From an optimization exercise on the open Yosys and OpenROAD flow, aimed at small area, a short achievable clock period and few clock cycles per item; shortcuts taken in it are not production practice. Where RTL was checked, it was by simulation tests only, not by an equivalence proof against the original. Function not checked in runs 1 and 2: the RTL went through the layout flow alone. Power is estimated from default activity; no workload was simulated.

### flow/design.v
module beep_env_div (
  input            clk,
  input            first,    
  input            step,     
  input            cbit,     
  input      [7:0] d,
  output reg [7:0] rem,
  output reg       qb
);
  wire [7:0] rem_in = first ? 8'd0 : rem;
  wire [8:0] rem_sh = {rem_in, cbit};
  wire [9:0] diff   = {1'b0, rem_sh} - {2'b0, d};
  wire       qbit   = ~diff[9];
  always @(posedge clk) begin
    if (step) begin
      rem <= qbit ? diff[7:0] : rem_sh[7:0];
      qb  <= qbit;
    end
  end
endmodule
module beep_env (
  input             clk,
  input             rst,
  input             start,
  input      [31:0] env,         
  input      [31:0] gain,        
  output reg        ready,
  output reg        done,
  output reg        lut_we,
  output     [7:0]  lut_addr,
  output     [15:0] lut_data
);
  localparam [2:0] P_IDLE = 3'd0,
                   P_INIT = 3'd1,
                   P_RL   = 3'd2,
                   P_SU   = 3'd3,
                   P_DC   = 3'd4,
                   P_AT   = 3'd5;
  localparam [1:0] K_R = 2'd0, K_D = 2'd1, K_A = 2'd2;
  reg [2:0]  ph;
  reg [7:0]  atk, dec, sus, relp;    
  reg [23:0] g;
  reg        gbig;
  reg [8:0]  de;        
  reg        suNE;      
  reg        dcNE;      
  reg        atNE;      
  reg        nA;        
  reg        sgSU, sgDC, sgAT;    
  reg [8:0]  i;         
  reg        last;      
  reg [23:0] acc;       
  reg        asat;      
  reg [23:0] qg;        
  reg        qsat;
  reg [7:0]  r;         
  reg        cn;        
  reg [1:0]  dk;        
  reg        jb, jr;    
  reg [3:0]  jc;        
  reg        hm;        
  reg        jn;        
  reg        pr;        
  wire [7:0] sep  = ~relp;
  wire [2:0] fin  = atNE ? P_AT : dcNE ? P_DC : suNE ? P_SU : P_RL;
  wire       js   = jn;
  wire [7:0] dsel = (dk == K_R) ? relp : (dk == K_D) ? dec : atk;
  wire       sbit = sus[~jc[2:0] | {3{js}}];
  wire       cbit = (dk == K_A) | (sbit ^ (dk == K_D));
  wire [7:0] rem;
  wire       qb;
  wire       hz = js | (jb & (jc == 4'd0));    
  beep_env_div u_div (
    .clk   (clk),
    .first (hz),
    .step  (js | (jb & ~jc[3])),
    .cbit  (cbit),
    .d     (dsel),
    .rem   (rem),
    .qb    (qb)
  );
  wire [8:0] rsum = {1'b0, r} + {1'b0, rem};
  wire [9:0] rdif = {1'b0, rsum} - {2'b0, dsel};
  wire       rc   = ~rdif[9];
  wire [7:0] rnxt = rc ? rdif[7:0] : rsum[7:0];
  wire [23:0] ax   = hm ? qg : acc;
  wire        zb   = hm ? qb : cn;
  wire [25:0] asum = {2'b0, ax} + {2'b0, qg} + (zb ? {2'b0, g} : 26'd0);
  wire        aovf = asum[25] | asum[24] | (zb & gbig);
  reg        adv;       
  reg        enter;     
  reg        fini;      
  reg [2:0]  np;        
  wire       jok      = jr | (jb & jc == 4'd8);    
  wire [2:0] after_rl = suNE ? P_SU : dcNE ? P_DC : P_AT;
  wire [2:0] after_su = dcNE ? P_DC : P_AT;
  wire       ok_at    = ~nA | ((dk == K_A) & jok);
  always @* begin
    adv   = 1'b0;
    enter = 1'b0;
    fini  = 1'b0;
    np    = ph;
    case (ph)
      P_INIT: begin
        np = P_RL;
        enter = 1'b1;
        adv = jok;
      end
      P_RL, P_SU, P_DC, P_AT:
        if (!last) adv = 1'b1;
        else if (ph == fin) fini = 1'b1;
        else begin
          enter = 1'b1;
          np = (ph == P_RL) ? after_rl : (ph == P_SU) ? after_su : P_AT;
          adv = (np == P_SU) | (np == P_DC & pr) | (np == P_AT & ok_at);
        end
      default: ;
    endcase
  end
  wire       zero_n = enter & ((np == P_RL) | (np == P_AT));    
  wire       step_n = ~zero_n & ((np == P_RL) | (np == P_DC) | (np == P_AT));
  wire [8:0] i_pm   = (ph == P_AT) ? i + 9'd1 : i - 9'd1;
  wire [7:0] atm1   = atk - 8'd1;
  reg  [8:0] inx;
  reg        we_n;
  always @* begin
    if (!enter) begin
      inx  = i_pm;
      we_n = (ph == P_RL) ? (i > de) : (ph == P_DC) ? ~(i[8] & |i[7:0]) : 1'b1;
    end else case (np)
      P_RL:    begin inx = 9'd255;             we_n = ~de[8]; end
      P_SU:    begin inx = {1'b0, sep - 8'd1}; we_n = 1'b1; end
      P_DC:    begin inx = de - 9'd1;          we_n = ~(de[8] & |de[7:0]); end
      default: begin inx = 9'd0;               we_n = 1'b1; end
    endcase
  end
  reg  [8:0] stop;
  always @* begin
    case (ph)
      P_RL:    stop = {1'b0, sep};
      P_SU:    stop = de;
      P_DC:    stop = {1'b0, atk};
      default: stop = {1'b0, atm1};
    endcase
  end
  wire single = (np == P_SU) ? sgSU : (np == P_DC) ? sgDC : (np == P_AT) & sgAT;
  wire last_n = enter ? single : (i_pm == stop);
  wire lrl = adv & last_n & (np == P_RL);
  wire ldc = adv & last_n & (np == P_DC);
  assign lut_addr = i[7:0];
  assign lut_data = acc[23:8] | {16{asat}};
  wire [8:0] de_c = {1'b0, atk} + {1'b0, dec};
  always @(posedge clk) begin
    if (ready) begin
      atk  <= env[7:0];
      dec  <= env[15:8];
      sus  <= env[23:16];
      relp <= {env[31:25], env[24] | ~|env[31:25]};
      g    <= gain[23:0];
      gbig <= |gain[31:24];
      dk   <= K_R;
      jb   <= 1'b1;
      jr   <= 1'b0;
      jc   <= 4'd0;
      hm   <= 1'b0;
      jn   <= 1'b0;
      pr   <= 1'b0;
    end else begin
      if (ph == P_INIT) begin
        de   <= de_c;
        suNE <= de_c < {1'b0, sep};
        dcNE <= |dec;
        atNE <= |atk;
        nA   <= |atk[7:1];
        sgSU <= (de_c + 9'd1) == {1'b0, sep};
        sgDC <= dec == 8'd1;
        sgAT <= atk == 8'd1;
      end
      hm <= js | (jb & ~jc[3]);
      if (jb) begin
        jc <= jc + 4'd1;
        if (jc == 4'd8) begin
          jb <= 1'b0;
          jr <= 1'b1;
        end
      end
      if (hz) begin
        qg   <= 24'd0;
        qsat <= 1'b0;
      end else if (hm) begin
        qg   <= asum[23:0];
        qsat <= qsat | aovf;
      end
      jn <= 1'b0;
      if (lrl) begin
        dk <= dcNE ? K_D : K_A;
        jn <= dcNE | nA;
        jr <= 1'b0;
      end
      if (ldc) begin
        dk <= K_A;
        jn <= nA;
        jr <= 1'b0;
      end
      if (js) begin
        jb <= 1'b1;
        jr <= 1'b0;
        jc <= 4'd1;
      end
      if (js & (dk == K_D)) begin
        pr <= 1'b0;
      end else if ((dk == K_D) & jr & ~pr) begin
        r  <= rnxt;
        cn <= rc;
        pr <= 1'b1;
      end
      if (adv) begin
        i    <= inx;
        last <= last_n;
        if (zero_n) begin
          acc  <= 24'd0;
          asat <= 1'b0;
          r    <= rem;
          cn   <= 1'b0;
        end else if (step_n) begin
          acc  <= asum[23:0];
          asat <= asat | qsat | aovf;
          r    <= rnxt;
          cn   <= rc;
        end
      end
      if (js & (dk == K_D))
        r <= dec - 8'd1;
    end
    if (rst) begin
      ph     <= P_IDLE;
      ready  <= 1'b1;
      done   <= 1'b0;
      lut_we <= 1'b0;
    end else if (ready) begin
      done   <= 1'b0;
      lut_we <= 1'b0;
      if (start) begin
        ph    <= P_INIT;
        ready <= 1'b0;
      end
    end else if (fini) begin
      done   <= 1'b1;
      lut_we <= 1'b0;
      ph     <= P_IDLE;
      ready  <= 1'b1;
    end else if (adv) begin
      lut_we <= we_n;
      ph     <= np;
    end
  end
endmodule
### flow/flow/run.sh
#!/bin/bash
# Standard ORFS layout; the port buffers are the platform's smallest buffer
# instead of the delay buffer buffer_ports picks on its own.
set -euo pipefail
export BUFFER_PORTS_ARGS="-buffer_cell sky130_fd_sc_hd__buf_1"
bash standard.sh > standard_flow.log 2>&1
### flow/standard.sh
#!/bin/bash
# synth_recipe.tcl (not shown) runs the flow's synth.tcl, then flattens the netlist and writes it again
# the make line also repeats each setting of config.mk as NAME=value (left out here)
make -C /OpenROAD-flow-scripts/flow DESIGN_CONFIG=/design/flow/config.mk WORK_HOME=/design/flow/orfs CLKGATE_MAP_FILE= SYNTH_SCRIPT=/design/flow/synth_recipe.tcl "${@:-finish}"
### flow/config.mk
export PLATFORM = sky130hd
export DESIGN_NAME = beep_env
export DESIGN_NICKNAME = beep_env
export VERILOG_FILES = /design/flow/design.v
export SDC_FILE = /design/flow/constraint.sdc
export NUM_CORES = 4
export LEC_CHECK = 0
export CAP_MARGIN = 0
export CORE_MARGIN = 2
export CORE_UTILIZATION = 40
export CTS_BUF_LIST = sky130_fd_sc_hd__clkbuf_8
export PLACE_DENSITY = 0.6
export SETUP_SLACK_MARGIN = 5
export SLEW_MARGIN = 0
### flow/constraint.sdc
create_clock -name core_clock -period 10.0 [get_ports {clk}]
set_input_delay 2.0000 -clock core_clock [delete_from_list [all_inputs] [get_ports {clk}]]
set_output_delay 2.0000 -clock core_clock [all_outputs]
set_load 0.01 [all_outputs]
==> key figures, run 1 <==
Status
  • Status: no timing/DRC/antenna violations

CTS
  • Clock root cell: clkbuf_8
  • CTS tree: yes
  • Clk latency of the worst-skew pair: 0.49 ns
  • TritonCTS sink count: 168
  • Number of H-tree levels: 4
  • CTS hold repair buffers: 0
  • CTS Buf Count: 17
  • Post_cts resized: 0
  • Clock slew at reported path FFs: 0.09 ns
  • Setup Buffers After CTS: 0
  • Clock Tree Buf Depth: 2

Timing
  • Period utilisation layout: 44.99%
  • Worst-Margin Slew: 0.9272 ns
  • F_max: 0.2223 GHz
  • Total negative slack: 0 ns
  • Min Tclk post-route: 4.499 ns
  • RSZ-0062 raised after global routing: false
  • Hold Fails Final Rpt: 0
  • Slew margin rel.: 38.19%
  • Worst clock skew: 0.02523 ns
  • Final Max Tran Viols: 0
  • Final setup margin: 5.501 ns
  • Setup violators final: 0

Place
  • PortBufs: 93
  • Setup slack at placement: 5.492 ns
  • Area post-placement: 13030 um2
  • Gpl congestion: 0.8720
  • Dpl hpwl: 22400 um

Global route
  • Pin count of the biggest net entering global routing: 58
  • Met2 GRT Util: 30.71%
  • GR Layer Usage met1: 25.84%
  • All-Layer GR Usage: 18.81%
  • Gr busiest metal: met2
  • Global routing met3 resource utilization: 2.917%
  • First-pass GRT wire length: 48740 um
  • Initial antenna violation count: 0
  • Number of global-route vias before repair: 9191
  • Gr ovfl total: 0

Detailed routing
  • Wire per inst: 17.75 um
  • DR DRC count: 0
  • Post-route ant nets: 0
  • DRT Pass-1 Iters: 6
  • DR iter-0 viols: 626
  • Vias: 9262
  • DR vias/cell: 5.458
  • Total Routed Length: 30120 um

Synthesis
  • Cell Area, Synth: 12350 um2
  • Flops & latches, synth: 168
  • Post-synth EDFFs: 151
  • Net Count, Synth: 1406
  • Warnings from Yosys: 2
  • Synth Instances: 1218
  • Synth cell types: 79
  • Post-synth top area share: 36.72%
  • Synth top area cells: edfxtp_1, ha_1, fa_1
  • Most numerous cell in the Yosys netlist: edfxtp_1
  • Mapped Avg Cell Area: 10.14 um2
  • Post-synth top flop: edfxtp_1
  • Synth top cells by count: edfxtp_1, nor2_1, ha_1
  • FFs w/ async S/R, synth: 0%
  • Leading area contributor after synthesis: edfxtp_1
  • Register area share after synthesis: 39.47%

Finish
  • Final #Nets: 1476
  • Inserted Diodes: 0
  • Synthesis-to-layout area growth: 9.098%
  • Design Area, Final: 13470 um2
  • Layout cells sized above 1: 8.071%

Hold path
  • Hold path startpoint: done
  • Hold Path Class: reg2reg
  • Hold Path Depth: 2
  • Hold Path End: done

Die
  • Starting Density: 40.48%
  • Std-Cell Rows: 64
  • Die height: 179.7 um
  • CORE AREA: 30510 um2
  • Die area: 32300 um2
  • Die Width: 179.7 um
  • Io pins: 94

Setup path
  • Startpoint Class: flip-flop
  • WP data required: 10.23 ns
  • Crit-path leading delay family: compound AO/OA/AOI/OAI gates
  • Top cell by count, worst path: o21ai_0
  • FF-to-FF Start: jn
  • Worst-path cell chain: nor2b_1 > mux4_2 > o32a_1 > xor2_1 > o22ai_1 > ha_1 > nor2b_1 > o21ai_0 > a21boi_0 > o21ai_0 > a21boi_0 > o21ai_0 > a21oi_1 > mux2_2
  • Buf/Inv on CP: 0
  • Critical path arrival: 4.73 ns
  • Crit Reg-Reg Endpoint: u_div.rem[6]
  • R2R setup slack: 5.50 ns
  • CP Capture Type: flip-flop
  • R2R depth: 14
  • Crit-path slowest cell: a21oi_1
  • Critical path class: reg2reg
  • Worst stage delay on the critical path: 0.74 ns
  • Critical-path maximum fanout: 16

Job
  • Max-Cap Viols: 0

Power
  • Leakage: 5.184 nW
  • Pwr/cell area: 171.8 nW/um2
  • Total chip power: 0.002315 W
  • Max VDD drop: 0.00009479 V
## worst min-delay path: stages (launching register included)
cell	delay, ns
dfxtp_1	0.33
nor2_1	0.10
nor3_1	0.04
## registers in the layout, indices dropped and copies added, names as in the netlist, 8 cells and up
signal     flops
acc           24
g             24
qg            24
de             9
i              9
atk            8
dec            8
r              8
relp           8
sus            8
u_div.rem      8
## final cells by class
cell class / count / area, um2
multi-input cells: 936 / 7002
repair buffers: 101 / 409.1
clock inverters: 14 / 200.2
well taps: 396 / 495.5
inverters: 64 / 240.2
flip-flops and latches: 168 / 4878
fillers: 2896 / 17040
clock buffers: 18 / 247.7
## how the worst max path moves through the flow
stage	from	to	slack, ns	cells past startpoint
floorplan	hm	acc[23]	6.01	16
global placement	jn	u_div.rem[2]	5.67	14
detailed placement	jn	u_div.rem[2]	5.49	14
CTS	jn	u_div.rem[6]	5.50	14
global route	jn	u_div.rem[6]	5.06	14
finish	jn	u_div.rem[6]	5.50	14
## power by group
part	switching, W	internal, W	total, W
Combinational	0.000483	0.000357	0.000841
Sequential	0.0000556	0.000863	0.000918
Clock	0.000291	0.000265	0.000556
Total	0.000830	0.00148	0.00231
## through the flow
step / hold WS (ns) / utilization, % / std cells
3_3_place_gp: 0.4915 / 42.69 / 1665
5_1_grt: 0.5497 / 44.16 / 1697
3_5_place_dp: 0.4988 / 42.69 / 1665
2_1_floorplan: 0.4539 / - / 1218
4_1_cts: 0.5117 / 44.16 / 1697
6_report: 0.5122 / 44.16 / 1697
## placed cells by master, fill, tap and decap left out, drive strengths merged, types with 7 or more instances in the layout
master,n
nand2b,15
a221oi,13
o221ai,8
edfxtp,151
o31ai,7
ha,91
fa,30
or3,10
xnor2,44
buf,101
nor2,131
xor2,38
mux2i,25
clkbuf,18
o211ai,7
and2,34
mux2,27
nor3,30
o21a,23
or2,20
inv,71
nor4,12
dfxtp,17
a21oi,61
nand2,63
a21o,24
o21ai,54
a211oi,17
a22oi,7
nor2b,28
and3,8
nand3,21
## logic make-up after synthesis
group	after synthesis	synth area share (%)
buffers and inverters	114	3.931
xor gates and xnor gates	83	6.008
muxes	53	4.671
and+or+nand+nor	398	16.15
DFF	168	39.47
adders and majority gates	121	14.08
AOI/OAI and AO/OA	281	15.68
## per-layer routing
metal  share of wire, %  up-vias
met1                 48     4457
met2                 47      184
li1                   -     4584
met4                2.0        0
met3                3.2       37
met5                  0        -
==> run 2: changes to the inputs <==
--- a/flow/design.v
+++ b/flow/design.v
@@ -89,7 +89,6 @@
   wire        aovf = asum[25] | asum[24] | (zb & gbig);
   reg        adv;       
   reg        enter;     
-  reg        fini;      
   reg [2:0]  np;        
   wire       jok      = jr | (jb & jc == 4'd8);    
   wire [2:0] after_rl = suNE ? P_SU : dcNE ? P_DC : P_AT;
@@ -98,7 +97,6 @@
   always @* begin
     adv   = 1'b0;
     enter = 1'b0;
-    fini  = 1'b0;
     np    = ph;
     case (ph)
       P_INIT: begin
@@ -108,7 +106,6 @@
       end
       P_RL, P_SU, P_DC, P_AT:
         if (!last) adv = 1'b1;
-        else if (ph == fin) fini = 1'b1;
         else begin
           enter = 1'b1;
           np = (ph == P_RL) ? after_rl : (ph == P_SU) ? after_su : P_AT;
@@ -244,14 +241,14 @@
         ph    <= P_INIT;
         ready <= 1'b0;
       end
-    end else if (fini) begin
-      done   <= 1'b1;
-      lut_we <= 1'b0;
-      ph     <= P_IDLE;
-      ready  <= 1'b1;
     end else if (adv) begin
       lut_we <= we_n;
-      ph     <= np;
+      if (last_n & (np == fin)) begin
+        done  <= 1'b1;
+        ph    <= P_IDLE;
+        ready <= 1'b1;
+      end else
+        ph <= np;
     end
   end
 endmodule
==> key figures, run 2 <==
Status
  • Status: no timing/DRC/antenna violations

CTS
  • Clock Tree Buf Depth: 2
  • TritonCTS sink count: 168
  • Clock slew at reported path FFs: 0.11 ns
  • Setup Buffers After CTS: 0
  • Clock root cell: clkbuf_8
  • Number of H-tree levels: 4
  • CTS hold repair buffers: 0
  • CTS Buf Count: 17
  • CTS tree: yes
  • Clk latency of the worst-skew pair: 0.49 ns

Setup path
  • Startpoint Class: flip-flop
  • Critical-path maximum fanout: 25
  • Critical path arrival: 4.83 ns
  • Crit-path slowest cell: mux2_2
  • Worst stage delay on the critical path: 0.54 ns
  • CP startpoint: hm
  • CP Capture Type: flip-flop
  • Worst-path cell chain: mux2_2 > and2_1 > fa_1 > ha_1 > inv_1 > fa_1 > nor2b_1 > o31ai_1 > a21o_1 > o41ai_2 > nand4_1 > a31oi_1 > a31oi_1 > xor2_1 > nor2_1
  • FF-to-FF Start: hm
  • Crit-path leading delay family: compound AO/OA/AOI/OAI gates
  • WP data required: 10.22 ns
  • Buf/Inv on CP: 1
  • Critical path class: reg2reg

Timing
  • Total negative slack: 0 ns
  • Hold Fails Final Rpt: 0
  • Setup violators final: 0
  • Worst clock skew: 0.01762 ns
  • Worst-Margin Slew: 1.060 ns
  • Period utilisation layout: 46.15%
  • Final Max Tran Viols: 0
  • Min Tclk post-route: 4.615 ns
  • Slew margin rel.: 29.20%
  • Worst hold margin: 0.5101 ns
  • RSZ-0062 raised after global routing: false
  • F_max: 0.2167 GHz

Finish
  • Commonest non-fill, non-tap cell in the layout: edfxtp_1
  • Final #Nets: 1493
  • Synthesis-to-layout area growth: 9.336%
  • Area of the multi-input gates: 6910 um2
  • Biggest regs: acc: 24 flops, g: 24 flops, qg: 24 flops
  • FF+latch area: 4878 um2
  • Fillers: 2915
  • Commonest non-fill, non-tap cells in the layout: edfxtp_1, nor2_1, buf_1, ha_1, a21oi_1
  • Inserted Diodes: 0
  • Layout cells sized above 1: 7.967%
  • Utilization after layout: 44.16%

Die
  • Die height: 179.3 um
  • Die area: 32140 um2
  • CORE AREA: 30430 um2
  • Io pins: 94
  • Die Width: 179.3 um
  • Std-Cell Rows: 64
  • Starting Density: 40.39%

Global route
  • Initial antenna violation count: 0
  • First-pass GRT wire length: 46860 um
  • Pin count of the biggest net entering global routing: 48
  • Gr ovfl total: 0
  • Number of global-route vias before repair: 9001
  • All-Layer GR Usage: 18.77%

Place
  • Dpl hpwl: 21610 um
  • Gpl congestion: 0.8518
  • PortBufs: 93

Synthesis
  • Synth Instances: 1233
  • Post-synth EDFFs: 151
  • Flops & latches, synth: 168
  • Net Count, Synth: 1421
  • Warnings from Yosys: 2
  • Leading area contributor after synthesis: edfxtp_1
  • Post-synth top area share: 36.90%
  • FFs w/ async S/R, synth: 0%
  • Mapped Avg Cell Area: 9.967 um2
  • Most numerous cell in the Yosys netlist: edfxtp_1
  • Cell Area, Synth: 12290 um2
  • Register area share after synthesis: 39.67%
  • Synth cell types: 81
  • Post-synth top flop: edfxtp_1
  • Synth top area cells: edfxtp_1, ha_1, fa_1
  • Synth top cells by count: edfxtp_1, nor2_1, ha_1

Power
  • Leakage: 5.208 nW
  • Max VDD drop: 0.00008800 V
  • Total chip power: 0.002035 W
  • Pwr/cell area: 151.5 nW/um2

Hold path
  • Hold path startpoint: lut_we
  • Hold Path Class: reg2reg

Detailed routing
  • DR iter-0 viols: 596
  • Total Routed Length: 28910 um
  • Wire per inst: 16.87 um
  • Post-route ant nets: 0
  • Vias: 9176
  • DRT Pass-1 Iters: 5
  • DR DRC count: 0
  • DR vias/cell: 5.354

Job
  • Max-Cap Viols: 0
-- run 2: cell types whose count changed in the layout (fill, tap and decap cells not counted), sizes merged, moves of 9 or more --
| cell | previous run | this run |
|---|---|---|
| a21oi | 61 | 89 |
| nand2 | 63 | 81 |
| inv | 71 | 86 |
| xnor2 | 44 | 58 |
| a31oi | 3 | 16 |
| nor2 | 131 | 119 |
| a221oi | 13 | 2 |
| and2 | 34 | 25 |
-- run 2: final timing paths --
check	slack (ns)	to	cells after the start
max	5.39	acc[23]	15
min	0.51	lut_we	2
max reg2reg	5.39	acc[23]	15
min reg2reg	0.51	lut_we	2
-- run 2: cell type report --
type / count / area share, %
Sequential cell: 168 / 36.31
Multi-Input combinational cell: 937 / 51.43
Inverter: 79 / 2.226
Clock buffer: 17 / 1.741
Tap cell: 396 / 3.688
Clock inverter: 15 / 1.509
Timing Repair Buffer: 102 / 3.101
-- run 2: report_power, final --
| part | switching [W] | internal, W | total (W) |
|---|---|---|---|
| sequential | 0.0000428 | 0.000836 | 0.000879 |
| clock | 0.000310 | 0.000217 | 0.000527 |
| combinational | 0.000360 | 0.000269 | 0.000629 |
| total | 0.000713 | 0.00132 | 0.00204 |
-- run 2: kinds of logic (layout without fill, tap and decap cells) --
group | Yosys count | in the layout | synth area share (%)
flops | 168 | 168 | 39.67
compound gates | 276 | 276 | 14.62
mux | 51 | 51 | 4.500
simple gates | 395 | 395 | 16.10
buf+inv | 128 | 213 | 4.266
xor+xnor | 94 | 94 | 6.699
fa+ha+maj | 121 | 121 | 14.15
-- run 2: layer usage --
metal / vias up / track usage [%] / share of wire [%] / routed length [um]
li1: 4585 / - / - / -
met1: 4391 / 25.59 / 47 / 13590
met2: 171 / 30.84 / 47 / 13710
met3: 29 / 3.011 / 4.0 / 1153
met4: 0 / 5.175 / 1.6 / 464
met5: - / 0 / 0 / 0
-- run 2: worst min-delay path, cell delays in order, from the launching register on --
cell and delay [ns]:
dfxtp_1 0.35, nand2_1 0.06, a211oi_1 0.06
-- run 2: stage by stage --
step                      area (um2)  instances  setup WS (ns)
after floorplan                12290       1233          5.562
after global placement         12990       1682          5.287
after detailed placement       12990       1682          5.179
after CTS                      13430       1714          5.136
after global routing           13440       1714          5.133
final                          13440       1714          5.385
-- run 2: repair_timing --
item | CTS | global route
setup endpoints to repair | 0 | 5
hold endpoints to repair | 0 | 0
resized for setup | 0 | 1
==> run 3: changes to the inputs <==
--- a/flow/design.v
+++ b/flow/design.v
@@ -5,17 +5,15 @@
   input            cbit,     
   input      [7:0] d,
   output reg [7:0] rem,
-  output reg       qb
+  output           qbit
 );
   wire [7:0] rem_in = first ? 8'd0 : rem;
   wire [8:0] rem_sh = {rem_in, cbit};
   wire [9:0] diff   = {1'b0, rem_sh} - {2'b0, d};
-  wire       qbit   = ~diff[9];
+  assign     qbit   = ~diff[9];
   always @(posedge clk) begin
-    if (step) begin
+    if (step)
       rem <= qbit ? diff[7:0] : rem_sh[7:0];
-      qb  <= qbit;
-    end
   end
 endmodule
 module beep_env (
@@ -54,7 +52,8 @@
   reg [23:0] qg;        
   reg        qsat;
   reg [7:0]  r;         
-  reg        cn;        
+  reg        zb;        
+  reg        cb;        
   reg [1:0]  dk;        
   reg        jb, jr;    
   reg [3:0]  jc;        
@@ -65,26 +64,25 @@
   wire [2:0] fin  = atNE ? P_AT : dcNE ? P_DC : suNE ? P_SU : P_RL;
   wire       js   = jn;
   wire [7:0] dsel = (dk == K_R) ? relp : (dk == K_D) ? dec : atk;
-  wire       sbit = sus[~jc[2:0] | {3{js}}];
-  wire       cbit = (dk == K_A) | (sbit ^ (dk == K_D));
   wire [7:0] rem;
-  wire       qb;
-  wire       hz = js | (jb & (jc == 4'd0));    
+  wire       qbit;
+  wire       dstep = js | (jb & ~jc[3]);
+  wire       hz    = js | (jb & (jc == 4'd0));    
+  wire [3:0] jcn   = js ? 4'd1 : jc + 4'd1;      
   beep_env_div u_div (
     .clk   (clk),
     .first (hz),
-    .step  (js | (jb & ~jc[3])),
-    .cbit  (cbit),
+    .step  (dstep),
+    .cbit  (cb),
     .d     (dsel),
     .rem   (rem),
-    .qb    (qb)
+    .qbit  (qbit)
   );
   wire [8:0] rsum = {1'b0, r} + {1'b0, rem};
   wire [9:0] rdif = {1'b0, rsum} - {2'b0, dsel};
   wire       rc   = ~rdif[9];
   wire [7:0] rnxt = rc ? rdif[7:0] : rsum[7:0];
   wire [23:0] ax   = hm ? qg : acc;
-  wire        zb   = hm ? qb : cn;
   wire [25:0] asum = {2'b0, ax} + {2'b0, qg} + (zb ? {2'b0, g} : 26'd0);
   wire        aovf = asum[25] | asum[24] | (zb & gbig);
   reg        adv;       
@@ -126,7 +124,7 @@
       we_n = (ph == P_RL) ? (i > de) : (ph == P_DC) ? ~(i[8] & |i[7:0]) : 1'b1;
     end else case (np)
       P_RL:    begin inx = 9'd255;             we_n = ~de[8]; end
-      P_SU:    begin inx = {1'b0, sep - 8'd1}; we_n = 1'b1; end
+      P_SU:    begin inx = i_pm;               we_n = 1'b1; end
       P_DC:    begin inx = de - 9'd1;          we_n = ~(de[8] & |de[7:0]); end
       default: begin inx = 9'd0;               we_n = 1'b1; end
     endcase
@@ -162,6 +160,7 @@
       hm   <= 1'b0;
       jn   <= 1'b0;
       pr   <= 1'b0;
+      cb   <= env[23];
     end else begin
       if (ph == P_INIT) begin
         de   <= de_c;
@@ -204,11 +203,19 @@
         jr <= 1'b0;
         jc <= 4'd1;
       end
+      if (dstep)
+        zb <= qbit;
+      if (lrl)
+        cb <= ~dcNE | ~sus[7];
+      else if (ldc)
+        cb <= 1'b1;
+      else
+        cb <= (dk == K_A) | (sus[~jcn[2:0]] ^ (dk == K_D));
       if (js & (dk == K_D)) begin
         pr <= 1'b0;
       end else if ((dk == K_D) & jr & ~pr) begin
         r  <= rnxt;
-        cn <= rc;
+        zb <= rc;
         pr <= 1'b1;
       end
       if (adv) begin
@@ -218,12 +225,12 @@
           acc  <= 24'd0;
           asat <= 1'b0;
           r    <= rem;
-          cn   <= 1'b0;
+          zb   <= 1'b0;
         end else if (step_n) begin
           acc  <= asum[23:0];
           asat <= asat | qsat | aovf;
           r    <= rnxt;
-          cn   <= rc;
+          zb   <= rc;
         end
       end
       if (js & (dk == K_D))
==> key figures, run 3 <==
Synthesis
  • Mapped Avg Cell Area: 10.20 um2
  • Flops & latches, synth: 168
  • Synth cell types: 82
  • Synth Instances: 1195
  • Most numerous cell in the Yosys netlist: edfxtp_1
  • Post-synth top area share: 36.96%
  • Post-synth top flop: edfxtp_1
  • Leading area contributor after synthesis: edfxtp_1
  • FFs w/ async S/R, synth: 0%
  • Post-synth EDFFs: 150
  • Synth top area cells: edfxtp_1, ha_1, fa_1
  • Cell Area, Synth: 12190 um2
  • Synth top cells by count: edfxtp_1, nor2_1, ha_1
  • Net Count, Synth: 1381
  • Register area share after synthesis: 39.91%
  • Warnings from Yosys: 2

Setup path
  • Startpoint Class: flip-flop
  • Critical path arrival: 4.80 ns
  • CP Capture Type: flip-flop
  • Critical-path maximum fanout: 13
  • WP data required: 10.22 ns
  • Critical path class: reg2reg

Timing
  • Worst clock skew: 0.02386 ns
  • RSZ-0062 raised after global routing: false
  • F_max: 0.2186 GHz
  • Worst-Margin Slew: 1.096 ns
  • Hold Fails Final Rpt: 0
  • Min Tclk post-route: 4.575 ns
  • Period utilisation layout: 45.75%
  • Total negative slack: 0 ns
  • Setup violators final: 0
  • Worst hold margin: 0.4712 ns
  • Slew margin rel.: 26.94%
  • Final Max Tran Viols: 0

Detailed routing
  • Total Routed Length: 29590 um
  • DR DRC count: 0
  • Vias: 9136
  • Post-route ant nets: 0
  • DRT Pass-1 Iters: 5
  • DR iter-0 viols: 684
  • Wire per inst: 17.72 um
  • DR vias/cell: 5.471

Power
  • Seq pwr share: 43.3%
  • Pwr/cell area: 153.5 nW/um2
  • Clock share of power: 27.4%
  • P_int: 0.001363 W
  • Total chip power: 0.002039 W
  • Max VDD drop: 0.00007809 V
  • Sw Pwr: 0.0006755 W
  • Comb power frac: 29.3%
  • Switching share of power: 33.13%
  • Leakage: 5.056 nW

Die
  • Io pins: 94
  • CORE AREA: 29800 um2
  • Starting Density: 40.90%
  • Die height: 178.6 um
  • Std-Cell Rows: 63
  • Die area: 31880 um2
  • Die Width: 178.6 um

Global route
  • First-pass GRT wire length: 46900 um
  • Gr ovfl total: 0
  • Number of global-route vias before repair: 8711
  • All-Layer GR Usage: 19.01%
  • Initial antenna violation count: 1
  • Pin count of the biggest net entering global routing: 58

Finish
  • Synthesis-to-layout area growth: 8.952%
  • Commonest non-fill, non-tap cells in the layout: edfxtp_1, nor2_1, buf_1, ha_1, a21oi_1
  • Layout cells sized above 1: 9.063%
  • Biggest regs: acc: 24 flops, g: 24 flops, qg: 24 flops
  • Commonest non-fill, non-tap cell in the layout: edfxtp_1
  • Final #Nets: 1453
  • Inserted Diodes: 0
  • Fillers: 2907

CTS
  • Clk latency of the worst-skew pair: 0.50 ns
  • TritonCTS sink count: 168
  • Post_cts resized: 0
  • CTS Buf Count: 17
  • Setup Buffers After CTS: 0
  • CTS tree: yes
  • Clock Tree Buf Depth: 2
  • Number of H-tree levels: 4
  • Clock slew at reported path FFs: 0.10 ns
  • Clock root cell: clkbuf_8
  • CTS hold repair buffers: 0

Place
  • Gpl congestion: 0.8731
  • Dpl hpwl: 21810 um
  • PortBufs: 93

Job
  • Max-Cap Viols: 0

Status
  • Status: no timing/DRC/antenna violations

Hold path
  • Hold Path Class: reg2reg
-- run 3: stage by stage --
| step | cell area, um2 | std cells | setup WS (ns) | utilization [%] |
|---|---|---|---|---|
| after floorplan | 12190 | 1195 | 6.192 | - |
| after global placement | 12830 | 1638 | 5.576 | 43.06 |
| after detailed placement | 12830 | 1638 | 5.470 | 43.06 |
| after CTS | 13280 | 1670 | 5.453 | 44.57 |
| after global routing | 13280 | 1670 | 5.064 | 44.57 |
| final | 13280 | 1670 | 5.425 | 44.57 |
-- run 3: cell families after synthesis --
family | Yosys count | share of synthesized area [%]
AND/OR/NAND/NOR | 385 | 15.95
AO/OA/AOI/OAI | 280 | 15.56
flip-flops | 168 | 39.91
adder cells (fa/ha/maj) | 119 | 14.06
buffers and inverters | 111 | 4.188
XOR/XNOR | 83 | 5.965
multiplexers | 49 | 4.353
-- run 3: power groups by stage --
stage               logic, W  registers, W  clock network, W
global placement    0.000584      0.000897                 0
detailed placement  0.000593      0.000898                 0
floorplan           0.000473      0.000881                 0
CTS                 0.000598      0.000882          0.000572
global route        0.000682      0.000889          0.000595
finish              0.000598      0.000882          0.000559
-- run 3: per-layer routing --
layer | vias up | track usage (%) | part of all wire (%)
met1 | 4393 | 27.68 | 50
met4 | 2 | 4.573 | 1.2
met3 | 24 | 3.517 | 4.8
met2 | 212 | 29.15 | 44
met5 | - | 0 | 0.044
li1 | 4505 | - | -
-- run 3: area by class of cell --
cell class	count	area, um2	share of cell area [%]
Clock buffer	18	247.7	1.866
Timing Repair Buffer	100	401.6	3.025
Sequential cell	168	4868	36.66
Tap cell	390	488.0	3.675
Clock inverter	14	201.4	1.517
Multi-Input combinational cell	916	6832	51.45
Inverter	64	240.2	1.809
-- run 3: worst max-delay path, cell delays in order (launching register included) --
cell and delay, ns:
dfxtp_1 0.76, mux2i_1 0.26, nor2_1 0.05, a21oi_1 0.47, ha_1 0.32, nor2b_1 0.13
o21ai_1 0.15, a21boi_1 0.15, o31ai_1 0.33, a211oi_1 0.18, nor2b_1 0.70, mux2_2 0.42
a221oi_1 0.27, a22oi_1 0.13
-- run 3: worst paths after layout --
check               from     end  slack, ns  cells after the start
setup / recovery   dk[0]    r[5]       5.42                     13
hold / removal    lut_we  lut_we       0.47                      2
setup reg to reg   dk[0]    r[5]       5.42                     13
hold reg to reg   lut_we  lut_we       0.47                      2
Testbench counts of run 3, summed over its fixed seeds: cycles 26,026, builds 96.
==> run 4: changes to the inputs <==
==> flow/flow/run.sh (replaced) <==
#!/bin/bash
set -euo pipefail
export BUFFER_PORTS_ARGS="-buffer_cell sky130_fd_sc_hd__buf_1"
export SETUP_SLACK_MARGIN=6.5
bash standard.sh > standard_flow.log 2>&1
--- a/flow/config.mk
+++ b/flow/config.mk
@@ -10,5 +10,4 @@
 export CORE_UTILIZATION = 40
 export CTS_BUF_LIST = sky130_fd_sc_hd__clkbuf_8
 export PLACE_DENSITY = 0.6
-export SETUP_SLACK_MARGIN = 5
 export SLEW_MARGIN = 0
==> key figures, run 4 <==
Global route
  • Gr ovfl total: 0
  • Pin count of the biggest net entering global routing: 58
  • First-pass GRT wire length: 50200 um
  • Number of global-route vias before repair: 9354
  • Initial antenna violation count: 1
  • All-Layer GR Usage: 20.46%

Synthesis
  • Net Count, Synth: 1381
  • Most numerous cell in the Yosys netlist: edfxtp_1
  • Post-synth EDFFs: 150
  • Mapped Avg Cell Area: 10.20 um2
  • Leading area contributor after synthesis: edfxtp_1
  • Synth top cells by count: edfxtp_1, nor2_1, ha_1
  • Synth Instances: 1195
  • Synth top area cells: edfxtp_1, ha_1, fa_1
  • FFs w/ async S/R, synth: 0%
  • Flops & latches, synth: 168
  • Warnings from Yosys: 2
  • Synth cell types: 82
  • Post-synth top area share: 36.96%
  • Cell Area, Synth: 12190 um2
  • Post-synth top flop: edfxtp_1
  • Register area share after synthesis: 39.91%

Finish
  • Final #Nets: 1514
  • Layout cells sized above 1: 22.00%
  • Fillers: 2736
  • Utilization after layout: 49.47%
  • Commonest non-fill, non-tap cells in the layout: edfxtp_1, nor2_1, buf_1, ha_1, nand2_1
  • Synthesis-to-layout area growth: 20.93%
  • Design Area, Final: 14740 um2
  • Biggest regs: acc: 24 flops, g: 24 flops, qg: 24 flops
  • Fin cells: 1732
  • Commonest non-fill, non-tap cell in the layout: edfxtp_1

Die
  • Io pins: 94
  • Die Width: 178.6 um
  • Std-Cell Rows: 63
  • CORE AREA: 29800 um2
  • Die area: 31880 um2
  • Starting Density: 40.90%
  • Die height: 178.6 um

Hold path
  • Hold Path Depth: 2
  • Hold path startpoint: lut_we
  • Hold Path Class: reg2reg

CTS
  • Clk latency of the worst-skew pair: 0.48 ns
  • Clock Tree Buf Depth: 2
  • TritonCTS sink count: 168
  • CTS Buf Count: 17
  • Number of H-tree levels: 4
  • CTS tree: yes
  • Clock slew at reported path FFs: 0.11 ns
  • Clock root cell: clkbuf_8

Setup path
  • CP startpoint: u_div.rem[0]
  • Crit-path leading delay family: compound AO/OA/AOI/OAI gates
  • WP data required: 10.33 ns
  • Critical path class: reg2reg
  • R2R depth: 15
  • Critical path arrival: 4.12 ns
  • Crit path depth: 15
  • Worst stage delay on the critical path: 0.45 ns
  • R2R setup slack: 6.22 ns
  • Crit-path slowest cell: edfxtp_1
  • Critical-path maximum fanout: 3
  • Startpoint Class: flip-flop
  • CP Capture Type: flip-flop
  • Worst-path cell chain: ha_2 > fa_2 > a21o_1 > a21oi_4 > xnor2_2 > ha_2 > o21a_1 > o31ai_4 > a211oi_4 > nor2b_4 > buf_6 > buf_6 > mux2i_2 > or4_1 > a31oi_1
  • Buf/Inv on CP: 2
  • FF-to-FF Start: u_div.rem[0]

Timing
  • Worst clock skew: 0.02133 ns
  • F_max: 0.2642 GHz
  • Slew margin rel.: 29.52%
  • RSZ-0062 raised after global routing: true
  • Total negative slack: 0 ns
  • Final Max Tran Viols: 0
  • Worst-Margin Slew: 1.057 ns
  • Setup violators final: 0
  • Period utilisation layout: 37.85%
  • Min Tclk post-route: 3.785 ns
  • Hold Fails Final Rpt: 0
  • Worst hold margin: 0.4762 ns

Status
  • Status: no timing/DRC/antenna violations

Place
  • Area post-placement: 12880 um2
  • PortBufs: 93
  • Dpl hpwl: 21810 um
  • DP Cell Count: 1638
  • Gpl congestion: 0.8894

Detailed routing
  • Post-route ant nets: 0
  • Wire per inst: 18.64 um
  • Vias: 9565
  • DR iter-0 viols: 714
  • DRT Pass-1 Iters: 5
  • DR DRC count: 0
  • DR vias/cell: 5.523
  • Total Routed Length: 32280 um

Power
  • Switching share of power: 34.39%
  • Clock share of power: 23.2%
  • Leakage: 5.640 nW
  • Seq pwr share: 39.8%
  • Max VDD drop: 0.0001011 V
  • Sw Pwr: 0.0007588 W
  • Pwr/cell area: 149.7 nW/um2
  • P_int: 0.001448 W
  • Comb power frac: 37.0%

Job
  • Max-Cap Viols: 0
run 4: timing repair:
action / 4_1_cts / 5_1_grt
gates cloned: 4 / 1
hold buffers: 0 / 0
pin swaps: 32 / 60
gates resized for setup: 125 / 85
endpoints found under the setup margin: 128 / 92
setup buffers: 35 / 21
run 4: final timing paths:
check | end
max reg2reg | r[1]
max | r[1]
min | lut_we
min reg2reg | lut_we
run 4: logic make-up after synthesis:
group,Yosys count,synth area share (%)
muxes,49,4.353
DFF,168,39.91
buffers and inverters,111,4.188
adders and majority gates,119,14.06
xor gates and xnor gates,83,5.965
and+or+nand+nor,385,15.95
AOI/OAI and AO/OA,280,15.56
run 4: area by class of cell:
type / instances / area (um2) / area share (%)
clock buffers: 19 / 261.5 / 1.774
flip-flops and latches: 168 / 4887 / 33.16
well taps: 390 / 488.0 / 3.311
repair buffers: 160 / 1142 / 7.750
diodes: 1 / 2.502 / 0.01698
clock inverters: 13 / 141.4 / 0.9593
inverters: 64 / 242.7 / 1.647
multi-input cells: 917 / 7574 / 51.38
run 4: metrics by stage:
| step | power [W] | setup WS [ns] |
|---|---|---|
| 4_1_cts | 0.002110 | 6.301 |
| 5_1_grt | 0.002338 | 6.095 |
| 2_1_floorplan | 0.001365 | 6.463 |
| 6_report | 0.002207 | 6.215 |
| 3_3_place_gp | 0.001492 | 5.607 |
| 3_5_place_dp | 0.001502 | 5.513 |
run 4: per-layer routing:
metal	vias up	share of wire [%]	track usage (%)
met1	4637	47	28.08
li1	4613	-	-
met5	-	0	0
met4	0	1.9	6.978
met3	39	4.2	3.261
met2	276	47	32.83
run 4: tightest hold or removal path, stage by stage, from the launching register on:
cell and delay (ns):
dfxtp_1 0.32, nand2_1 0.05, o22ai_1 0.06
run 4: power by group through the flow:
stage / clock network (W) / logic, W / registers [W]
2_1_floorplan: 0 / 0.000483 / 0.000881
3_3_place_gp: 0 / 0.000596 / 0.000896
3_5_place_dp: 0 / 0.000605 / 0.000898
4_1_cts: 0.000522 / 0.000708 / 0.000880
5_1_grt: 0.000549 / 0.000903 / 0.000885
6_report: 0.000511 / 0.000816 / 0.000879
==> run 5: changes to the inputs <==
==> flow/flow/run.sh (replaced) <==
#!/bin/bash
set -euo pipefail
export BUFFER_PORTS_ARGS="-buffer_cell sky130_fd_sc_hd__buf_1"
export SETUP_SLACK_MARGIN=6
bash standard.sh > standard_flow.log 2>&1
--- a/flow/config.mk
+++ b/flow/config.mk
@@ -9,5 +9,7 @@
 export CORE_MARGIN = 2
 export CORE_UTILIZATION = 40
 export CTS_BUF_LIST = sky130_fd_sc_hd__clkbuf_8
+export CTS_CLUSTER_DIAMETER = 150
+export CTS_CLUSTER_SIZE = 40
 export PLACE_DENSITY = 0.6
 export SLEW_MARGIN = 0
==> key figures, run 5 <==
Job
  • Max-Cap Viols: 0

Synthesis
  • Synth top area cells: edfxtp_1, ha_1, fa_1
  • Post-synth EDFFs: 150
  • Cell Area, Synth: 12190 um2
  • Net Count, Synth: 1381
  • Most numerous cell in the Yosys netlist: edfxtp_1
  • Register area share after synthesis: 39.91%
  • Xor/xnor cell area share of the yosys netlist: 5.964%
  • Post-synth top area share: 36.96%
  • Leading area contributor after synthesis: edfxtp_1
  • Main combinational cell family by area after synthesis: simple AND/OR/NAND/NOR gates
  • Post-Synth Simple-Gate Area: 15.95%
  • Post-synth top flop: edfxtp_1
  • FFs w/ async S/R, synth: 0%
  • Synth top cells by count: edfxtp_1, nor2_1, ha_1
  • Mapped Avg Cell Area: 10.20 um2
  • Flops & latches, synth: 168
  • Mux contribution to synthesized area: 4.353%
  • Synth cell types: 82
  • Synth Instances: 1195
  • Warnings from Yosys: 2
  • Compound-Gate Fraction of Synth Area: 15.56%
  • Adder-Cell Fraction of Synth Area: 14.06%

Status
  • Status: no timing/DRC/antenna violations

Die
  • Die area: 31880 um2
  • Std-Cell Rows: 63
  • Io pins: 94
  • Starting Density: 40.90%
  • CORE AREA: 29800 um2
  • Die Width: 178.6 um
  • Die height: 178.6 um

Setup path
  • CP Capture Type: flip-flop
  • Worst Setup EP: asat
  • WP data required: 10.24 ns
  • Crit path depth: 14
  • R2R depth: 14
  • Crit Reg-Reg Endpoint: asat
  • Critical-path maximum fanout: 6
  • CP startpoint: hm
  • Critical path arrival: 4.08 ns
  • Buf/Inv on CP: 1
  • Crit-path leading delay family: compound AO/OA/AOI/OAI gates
  • R2R setup slack: 6.16 ns
  • Crit-path slowest cell: fa_1
  • FF-to-FF Start: hm
  • Startpoint Class: flip-flop
  • Top cell by count, worst path: a21oi_2
  • Critical path class: reg2reg
  • Worst stage delay on the critical path: 0.44 ns
  • Worst-path cell chain: buf_12 > mux2_2 > fa_1 > ha_2 > fa_2 > a211o_1 > a21oi_2 > a21oi_1 > a21oi_2 > a22oi_2 > a21o_1 > or3b_1 > a21oi_2 > a21oi_1

Hold path
  • Hold Path Class: reg2reg

Timing
  • F_max: 0.2606 GHz
  • Final Max Tran Viols: 0
  • Period utilisation layout: 38.38%
  • Min Tclk post-route: 3.838 ns
  • Final setup margin: 6.162 ns
  • Hold Fails Final Rpt: 0
  • Worst clock skew: 0.02438 ns
  • Slew margin rel.: 25.75%
  • Worst-Margin Slew: 1.114 ns
  • Worst hold margin: 0.4710 ns
  • RSZ-0062 raised after global routing: false
  • Setup violators final: 0
  • Total negative slack: 0 ns

Detailed routing
  • Vias: 9270
  • Met2 WL: 13410 um
  • Met3 WL: 1525 um
  • Post-route ant nets: 0
  • DR iter-0 viols: 629
  • DR vias/cell: 5.488
  • Post-Route M1 WL: 14900 um
  • Total Routed Length: 30220 um
  • DR DRC count: 0
  • Wire per inst: 17.89 um
  • Top Metal Used: met5
  • DRT Pass-1 Iters: 5

Global route
  • Number of global-route vias before repair: 8741
  • Pin count of the biggest net entering global routing: 58
  • First-pass GRT wire length: 47500 um
  • Initial antenna violation count: 1
  • Gr ovfl total: 0
  • All-Layer GR Usage: 19.33%

CTS
  • Clock root cell: clkbuf_8
  • Clock slew at reported path FFs: 0.11 ns
  • Clk latency of the worst-skew pair: 0.49 ns
  • TritonCTS sink count: 168
  • Clock Tree Buf Depth: 2
  • CTS hold repair buffers: 0
  • CTS tree: yes
  • CTS Buf Count: 17
  • Number of H-tree levels: 4

Finish
  • Commonest non-fill, non-tap cells in the layout: edfxtp_1, nor2_1, buf_1, ha_1, a21oi_1
  • Fillers: 2890
  • Design Area, Final: 13560 um2
  • Layout cells sized above 1: 12.47%
  • Biggest regs: acc: 24 flops, g: 24 flops, qg: 24 flops
  • Inserted Diodes: 0
  • Commonest non-fill, non-tap cell in the layout: edfxtp_1
  • Synthesis-to-layout area growth: 11.28%
  • Area of the multi-input gates: 6918 um2
  • FF+latch area: 4882 um2
  • Fin cells: 1689
  • Final #Nets: 1472

Power
  • Max VDD drop: 0.00007814 V
  • Pwr/cell area: 152.5 nW/um2
  • Leakage: 5.189 nW

Place
  • DP Cell Count: 1638
  • PortBufs: 93
  • Gpl congestion: 0.8731
  • Setup slack at placement: 5.470 ns
  • Dpl hpwl: 21810 um
  • Area post-placement: 12830 um2
[run 5: worst min path at each step]
stage,start,end,slack (ns),cells past startpoint
after floorplan,jc[3],jb,0.48,2
after global placement,lut_we,lut_we,0.46,2
after detailed placement,lut_we,lut_we,0.46,2
after CTS,lut_we,lut_we,0.48,2
after global routing,lut_we,lut_we,0.52,2
final,lut_we,lut_we,0.47,2
[run 5: metrics by stage]
step	utilization, %	total power, W
6_report	45.52	0.002068
3_5_place_dp	43.06	0.001491
3_3_place_gp	43.06	0.001482
2_1_floorplan	-	0.001355
4_1_cts	45.00	0.002065
5_1_grt	45.52	0.002194
[run 5: cell type report]
| type | count | share of cell area (%) |
|---|---|---|
| timing repair buffer | 119 | 4.317 |
| tap | 390 | 3.598 |
| inverter | 64 | 1.771 |
| clock inverter | 14 | 1.485 |
| multi-input combinational | 916 | 51.01 |
| sequential | 168 | 36.00 |
| clock buffer | 18 | 1.827 |
[run 5: worst register-to-register path, delay by kind of cell, from the launching register on]
family          cells  cell delay (ns)
compound gates      8             1.35
fa+ha+maj           3             1.03
flops               1             0.39
simple gates        1             0.38
mux                 1             0.34
buf+inv             1             0.11
[run 5: cell families after synthesis]
kind of cell,after synthesis
AND/OR/NAND/NOR,385
AO/OA/AOI/OAI,280
flip-flops,168
adder cells (fa/ha/maj),119
buffers and inverters,111
XOR/XNOR,83
multiplexers,49
[run 5: where the power goes]
group          internal, W  leakage (nW)  switching, W  total, W
sequential        0.000839          1.61     0.0000421  0.000881
clock             0.000266         0.228      0.000293  0.000558
combinational     0.000277          3.35      0.000352  0.000628
total              0.00138          5.19      0.000686   0.00207
[run 5: timing repair]
action,4_1_cts,5_1_grt
endpoints found under the setup margin,38,35
resized for setup,16,20
gates cloned,1,0
pin swaps,1,7
setup buffers,6,12
[run 5: metal layers]
layer,global-route usage (%),vias up
li1,-,4542
met2,29.67,245
met4,4.675,2
met5,0,-
met3,3.389,26
met1,28.24,4455
==> run 6: changes to the inputs <==
==> flow/flow/run.sh (replaced) <==
#!/bin/bash
set -euo pipefail
export BUFFER_PORTS_ARGS="-buffer_cell sky130_fd_sc_hd__buf_1"
export SETUP_SLACK_MARGIN=5.5
bash standard.sh > standard_flow.log 2>&1
--- a/flow/config.mk
+++ b/flow/config.mk
@@ -9,7 +9,5 @@
 export CORE_MARGIN = 2
 export CORE_UTILIZATION = 40
 export CTS_BUF_LIST = sky130_fd_sc_hd__clkbuf_8
-export CTS_CLUSTER_DIAMETER = 150
-export CTS_CLUSTER_SIZE = 40
 export PLACE_DENSITY = 0.6
 export SLEW_MARGIN = 0
==> key figures, run 6 <==
Setup path
  • Startpoint Class: flip-flop
  • Buf/Inv on CP: 1
  • Critical-path maximum fanout: 25
  • Top cell by count, worst path: a21oi_1
  • Crit-path leading delay family: compound AO/OA/AOI/OAI gates
  • Critical path class: reg2reg
  • Worst stage delay on the critical path: 0.43 ns
  • Critical path arrival: 4.47 ns
  • R2R setup slack: 5.77 ns
  • CP Capture Type: flip-flop
  • Worst-path cell chain: buf_6 > mux2_2 > fa_1 > ha_1 > fa_1 > a211o_1 > a21oi_1 > a21oi_1 > a21oi_1 > a22oi_1 > a21o_1 > or3b_1 > a21oi_1 > a21oi_1
  • Crit-path slowest cell: fa_1
  • WP data required: 10.24 ns

Detailed routing
  • Post-Route M1 WL: 14920 um
  • DR iter-0 viols: 649
  • Met3 WL: 1327 um
  • Total Routed Length: 29830 um
  • DR DRC count: 0
  • DRT Pass-1 Iters: 5
  • Top Metal Used: met5
  • DR vias/cell: 5.481
  • Post-route ant nets: 0
  • Wire per inst: 17.85 um
  • Met2 WL: 13200 um
  • Vias: 9158

Synthesis
  • Main combinational cell family by area after synthesis: simple AND/OR/NAND/NOR gates
  • Warnings from Yosys: 2
  • Leading area contributor after synthesis: edfxtp_1
  • Synth Instances: 1195
  • Synth cell types: 82
  • Synth top area cells: edfxtp_1, ha_1, fa_1
  • Cell Area, Synth: 12190 um2
  • Post-Synth Simple-Gate Area: 15.95%
  • Net Count, Synth: 1381
  • Post-synth EDFFs: 150
  • Most numerous cell in the Yosys netlist: edfxtp_1
  • Mux contribution to synthesized area: 4.353%
  • Post-synth top area share: 36.96%
  • Mapped Avg Cell Area: 10.20 um2
  • Synth top cells by count: edfxtp_1, nor2_1, ha_1
  • Compound-Gate Fraction of Synth Area: 15.56%
  • Post-synth top flop: edfxtp_1
  • Flops & latches, synth: 168
  • Register area share after synthesis: 39.91%
  • Adder-Cell Fraction of Synth Area: 14.06%
  • Xor/xnor cell area share of the yosys netlist: 5.964%
  • FFs w/ async S/R, synth: 0%

Finish
  • Final #Nets: 1454
  • Inserted Diodes: 0
  • Layout cells sized above 1: 9.524%
  • Commonest non-fill, non-tap cells in the layout: edfxtp_1, nor2_1, buf_1, ha_1, a21oi_1
  • Biggest regs: acc: 24 flops, g: 24 flops, qg: 24 flops
  • Commonest non-fill, non-tap cell in the layout: edfxtp_1
  • Synthesis-to-layout area growth: 9.198%
  • Utilization after layout: 44.67%
  • Fillers: 2905

Timing
  • Worst-Margin Slew: 1.100 ns
  • F_max: 0.2364 GHz
  • RSZ-0062 raised after global routing: true
  • Hold Fails Final Rpt: 0
  • Min Tclk post-route: 4.229 ns
  • Final Max Tran Viols: 0
  • Period utilisation layout: 42.29%
  • Total negative slack: 0 ns
  • Setup violators final: 0
  • Worst clock skew: 0.02404 ns
  • Slew margin rel.: 26.70%

Die
  • Starting Density: 40.90%
  • CORE AREA: 29800 um2
  • Die height: 178.6 um
  • Die area: 31880 um2
  • Std-Cell Rows: 63
  • Io pins: 94
  • Die Width: 178.6 um

Status
  • Status: no timing/DRC/antenna violations

CTS
  • CTS hold repair buffers: 0
  • Clock slew at reported path FFs: 0.11 ns
  • Number of H-tree levels: 4
  • CTS tree: yes
  • Clk latency of the worst-skew pair: 0.50 ns
  • TritonCTS sink count: 168
  • Clock root cell: clkbuf_8
  • Clock Tree Buf Depth: 2
  • CTS Buf Count: 17

Global route
  • First-pass GRT wire length: 46900 um
  • Initial antenna violation count: 1
  • Gr ovfl total: 0
  • Number of global-route vias before repair: 8711
  • All-Layer GR Usage: 19.01%
  • Pin count of the biggest net entering global routing: 58

Hold path
  • Hold Path Class: reg2reg

Place
  • Dpl hpwl: 21810 um
  • PortBufs: 93
  • Gpl congestion: 0.8731

Job
  • Max-Cap Viols: 0

Power
  • Pwr/cell area: 153.4 nW/um2
  • Sw Pwr: 0.0006772 W
  • Leakage: 5.075 nW
  • Clock share of power: 27.4%
  • P_int: 0.001365 W
  • Switching share of power: 33.16%
  • Max VDD drop: 0.00007846 V
  • Comb power frac: 29.4%
  • Seq pwr share: 43.2%
==> run 6: cell counts after synthesis <==
Identical to the previous run, type by type.
==> run 6: metal layers <==
layer / vias up / GRT usage [%]
met3: 28 / 3.517
met5: - / 0
met4: 2 / 4.573
li1: 4507 / -
met2: 214 / 29.15
met1: 4407 / 27.68
==> run 6: cells by family (layout without fill, tap and decap cells) <==
| kind of cell | Yosys count | in the layout |
|---|---|---|
| buf+inv | 111 | 197 |
| compound gates | 280 | 280 |
| simple gates | 385 | 385 |
| xor+xnor | 83 | 83 |
| mux | 49 | 49 |
| flops | 168 | 168 |
| fa+ha+maj | 119 | 119 |
==> run 6: path summary, 6_finish.rpt <==
| check | cells past startpoint | to | startpoint |
|---|---|---|---|
| max reg2reg | 14 | asat | hm |
| min | 2 | lut_we | lut_we |
| max | 14 | asat | hm |
| min reg2reg | 2 | lut_we | lut_we |
==> run 6: worst min-delay path, delay by kind of cell, from the launching register on <==
| family | cells | cell delay (ns) |
|---|---|---|
| flops | 1 | 0.32 |
| compound gates | 1 | 0.06 |
| simple gates | 1 | 0.05 |
==> run 6: metrics by stage <==
stage / std cells / worst slack, ns / total power, W / cell area, um2 / hold WS [ns]
2_1_floorplan: 1195 / 6.192 / 0.001355 / 12190 / 0.4775
3_3_place_gp: 1638 / 5.576 / 0.001482 / 12830 / 0.4605
3_5_place_dp: 1638 / 5.470 / 0.001491 / 12830 / 0.4601
4_1_cts: 1670 / 5.610 / 0.002052 / 13280 / 0.4764
5_1_grt: 1671 / 5.496 / 0.002168 / 13310 / 0.5173
6_report: 1671 / 5.771 / 0.002042 / 13310 / 0.4731
==> run 6: area by class of cell <==
type	instances	area (um2)	share of cell area, %
clock buffer	18	247.7	1.861
inverter	64	240.2	1.805
multi-input combinational	916	6843	51.41
tap	390	488.0	3.666
clock inverter	14	201.4	1.514
timing repair buffer	101	416.7	3.131
sequential	168	4872	36.61
==> run 6: repair_timing <==
item,CTS,global route
gates resized for setup,1,6
buffers inserted,0,1
pin swaps,0,0
gates cloned,0,0
endpoints found under the hold margin,0,0
endpoints found under the setup margin,2,23
==> run 6: power by group through the flow <==
stage          Combinational [W]  Clock, W  Sequential [W]
2_1_floorplan           0.000473         0        0.000881
3_3_place_gp            0.000584         0        0.000897
3_5_place_dp            0.000593         0        0.000898
4_1_cts                 0.000598  0.000572        0.000882
5_1_grt                 0.000685  0.000595        0.000888
6_report                0.000601  0.000559        0.000882
==> run 7: changes to the inputs <==
==> flow/flow/run.sh (replaced) <==
#!/bin/bash
set -euo pipefail
export BUFFER_PORTS_ARGS="-buffer_cell sky130_fd_sc_hd__buf_1"
export SETUP_SLACK_MARGIN=6.25
bash standard.sh > standard_flow.log 2>&1
==> key figures, run 7 <==
Status
  • Status: no timing/DRC/antenna violations

Synthesis
  • Mapped Avg Cell Area: 10.20 um2
  • Leading area contributor after synthesis: edfxtp_1
  • Post-synth top flop: edfxtp_1
  • FFs w/ async S/R, synth: 0%
  • Synth Instances: 1195
  • Register area share after synthesis: 39.91%
  • Synth top area cells: edfxtp_1, ha_1, fa_1
  • Net Count, Synth: 1381
  • Warnings from Yosys: 2
  • Flops & latches, synth: 168
  • Post-synth top area share: 36.96%
  • Cell Area, Synth: 12190 um2
  • Post-synth EDFFs: 150
  • Synth cell types: 82
  • Most numerous cell in the Yosys netlist: edfxtp_1
  • Synth top cells by count: edfxtp_1, nor2_1, ha_1

Place
  • Dpl hpwl: 21740 um
  • Area post-placement: 12830 um2
  • Gpl congestion: 0.8761
  • PortBufs: 93

Detailed routing
  • Met2 WL: 13620 um
  • DR DRC count: 0
  • Post-Route M1 WL: 14340 um
  • Total Routed Length: 30440 um
  • Vias: 9419
  • DR iter-0 viols: 724
  • DR vias/cell: 5.521
  • Wire per inst: 17.84 um
  • Top Metal Used: met4
  • DRT Pass-1 Iters: 7
  • Met3 WL: 1692 um
  • Post-route ant nets: 0

Setup path
  • CP Capture Type: flip-flop
  • Crit-path slowest cell: fa_1
  • Crit-path leading delay family: compound AO/OA/AOI/OAI gates
  • R2R setup slack: 6.27 ns
  • WP data required: 10.24 ns
  • Critical-path maximum fanout: 5
  • R2R depth: 14
  • Crit Reg-Reg Endpoint: asat
  • Top cell by count, worst path: a21oi_1
  • Critical path class: reg2reg
  • Startpoint Class: flip-flop
  • FF-to-FF Start: hm
  • Buf/Inv on CP: 2
  • Critical path arrival: 3.97 ns
  • Worst-path cell chain: buf_12 > buf_4 > mux2_2 > fa_1 > ha_4 > a21oi_1 > o211ai_1 > o21a_1 > nor2_2 > a21oi_4 > a31oi_1 > or3b_1 > a21oi_2 > a21oi_1
  • Worst stage delay on the critical path: 0.49 ns

Timing
  • RSZ-0062 raised after global routing: true
  • Worst-Margin Slew: 1.081 ns
  • Total negative slack: 0 ns
  • F_max: 0.2681 GHz
  • Worst clock skew: 0.03272 ns
  • Period utilisation layout: 37.30%
  • Setup violators final: 0
  • Hold Fails Final Rpt: 0
  • Slew margin rel.: 27.91%
  • Final Max Tran Viols: 0
  • Min Tclk post-route: 3.730 ns

Die
  • Die area: 31880 um2
  • Std-Cell Rows: 63
  • CORE AREA: 29800 um2
  • Starting Density: 40.90%
  • Die Width: 178.6 um
  • Io pins: 94
  • Die height: 178.6 um

Job
  • Max-Cap Viols: 0

Power
  • Clock share of power: 23.8%
  • Max VDD drop: 0.0001052 V
  • Switching share of power: 34.35%
  • P_int: 0.001378 W
  • Leakage: 5.269 nW
  • Comb power frac: 34.2%
  • Pwr/cell area: 150.8 nW/um2
  • Seq pwr share: 42.0%
  • Sw Pwr: 0.0007209 W

Finish
  • Final #Nets: 1488
  • Commonest non-fill, non-tap cell in the layout: edfxtp_1
  • Biggest regs: acc: 24 flops, g: 24 flops, qg: 24 flops
  • Commonest non-fill, non-tap cells in the layout: edfxtp_1, nor2_1, buf_1, ha_1
  • Layout cells sized above 1: 15.74%
  • Design Area, Final: 13910 um2
  • Synthesis-to-layout area growth: 14.15%

Global route
  • First-pass GRT wire length: 48030 um
  • All-Layer GR Usage: 19.56%
  • Number of global-route vias before repair: 8823
  • Gr ovfl total: 0
  • Pin count of the biggest net entering global routing: 51
  • Initial antenna violation count: 1

CTS
  • CTS Buf Count: 17
  • CTS tree: yes
  • Number of H-tree levels: 4
  • Clock root cell: clkbuf_8
  • Clk latency of the worst-skew pair: 0.50 ns
  • Clock slew at reported path FFs: 0.10 ns
  • Clock Tree Buf Depth: 2
  • CTS hold repair buffers: 0
  • TritonCTS sink count: 168

Hold path
  • Hold Path Class: reg2reg
  • Hold path startpoint: lut_we
  • Hold Path End: lut_we
  • Hold Path Depth: 2
-- run 7: cell counts after synthesis --
Identical to the previous run, type by type.
-- run 7: cell type report --
cell class	count	area (um2)
inverters	64	240.2
flip-flops and latches	168	4885
fillers	2809	15880
well taps	390	488.0
diodes	1	2.502
repair buffers	135	749.5
clock inverters	15	160.2
multi-input cells	916	7153
clock buffers	17	234.0
-- run 7: power by group through the flow --
| stage | combinational [W] | clock (W) | sequential (W) |
|---|---|---|---|
| floorplan | 0.000473 | 0 | 0.000881 |
| global placement | 0.000590 | 0 | 0.000897 |
| detailed placement | 0.000597 | 0 | 0.000898 |
| CTS | 0.000640 | 0.000514 | 0.000882 |
| global route | 0.000806 | 0.000534 | 0.000888 |
| finish | 0.000718 | 0.000499 | 0.000882 |
-- run 7: per-stage QoR --
stage / instances / util (%) / setup slack [ns] / hold WS (ns) / power, W
3_3_place_gp: 1639 / 43.07 / 5.582 / 0.4615 / 0.001487
3_5_place_dp: 1639 / 43.07 / 5.473 / 0.4818 / 0.001496
2_1_floorplan: 1195 / - / 6.259 / 0.4775 / 0.001355
4_1_cts: 1688 / 45.42 / 6.243 / 0.4934 / 0.002036
6_report: 1706 / 46.69 / 6.270 / 0.4900 / 0.002099
5_1_grt: 1705 / 46.68 / 6.079 / 0.5216 / 0.002228
-- run 7: cell families after synthesis --
family,Yosys count,share of synthesized area [%]
simple gates,385,15.95
compound gates,280,15.56
flops,168,39.91
fa+ha+maj,119,14.06
buf+inv,111,4.188
xor+xnor,83,5.965
mux,49,4.353
-- run 7: what timing repair did --
action,4_1_cts,5_1_grt
pin swaps,7,32
setup endpoints to repair,47,65
buffers inserted,16,17
gates cloned,1,0
resized for setup,39,45
-- run 7: worst reg2reg max path: stages (launching register included) --
cell	delay, ns
dfxtp_4	0.37
buf_12	0.11
buf_4	0.14
mux2_2	0.34
fa_1	0.49
ha_4	0.30
a21oi_1	0.07
o211ai_1	0.47
o21a_1	0.22
nor2_2	0.05
a21oi_4	0.17
a31oi_1	0.11
or3b_1	0.41
a21oi_2	0.16
a21oi_1	0.08
-- run 7: worst max-delay path by stage --
stage            to  startpoint  cells after the start
2_1_floorplan  r[5]       dk[0]                     15
3_5_place_dp   r[3]       dk[0]                     13
5_1_grt        asat          zb                     14
6_report       asat          hm                     14
3_3_place_gp   r[3]       dk[0]                     13
4_1_cts        asat          hm                     14
-- run 7: per-layer routing --
layer | up-vias | track usage (%)
met2 | 294 | 29.65
met1 | 4503 | 27.84
li1 | 4576 | -
met4 | 0 | 7.148
met5 | - | 0
met3 | 46 | 3.538

-- static timing again, ports no longer ideal --
How much do the figures lean on ideal ports? The routed layouts below were timed once more, with nothing changed but the port constraints.
Step 1 assumes that a clkbuf_16 drives the clock port and a buf_2 every other input.
Step 2 also shifts input and output timing later by t, the mid clock arrival at the registers, as if the neighbouring blocks saw the same clock.
Three values: ideal ports, drivers, drivers and shift; two values: the first two.
| run | shift t [ns] | slack for setup (ns) | worst setup path at the end | clock arrival spread, ns | worst slew at a driven data input, ns |
|---|---|---|---|---|---|
| run 1 | 0.526 | 5.501 / 5.501 / 5.501 | register to register | 0.026 / 0.025 | 0.04 |
| run 2 | 0.526 | 5.385 / 5.385 / 5.385 | register to register | 0.018 / 0.017 | 0.08 |
| run 3 | 0.532 | 5.425 / 5.425 / 5.425 | register to register | 0.024 / 0.024 | 0.08 |
| run 4 | 0.522 | 6.215 / 6.215 / 6.215 | register to register | 0.021 / 0.021 | 0.07 |
| run 5 | 0.531 | 6.162 / 6.162 / 6.162 | register to register | 0.024 / 0.024 | 0.08 |
| run 6 | 0.532 | 5.771 / 5.771 / 5.771 | register to register | 0.024 / 0.024 | 0.08 |
| run 7 | 0.536 | 6.270 / 6.270 / 6.270 | register to register | 0.032 / 0.033 | 0.08 |
After both steps every run listed still meets setup and hold.
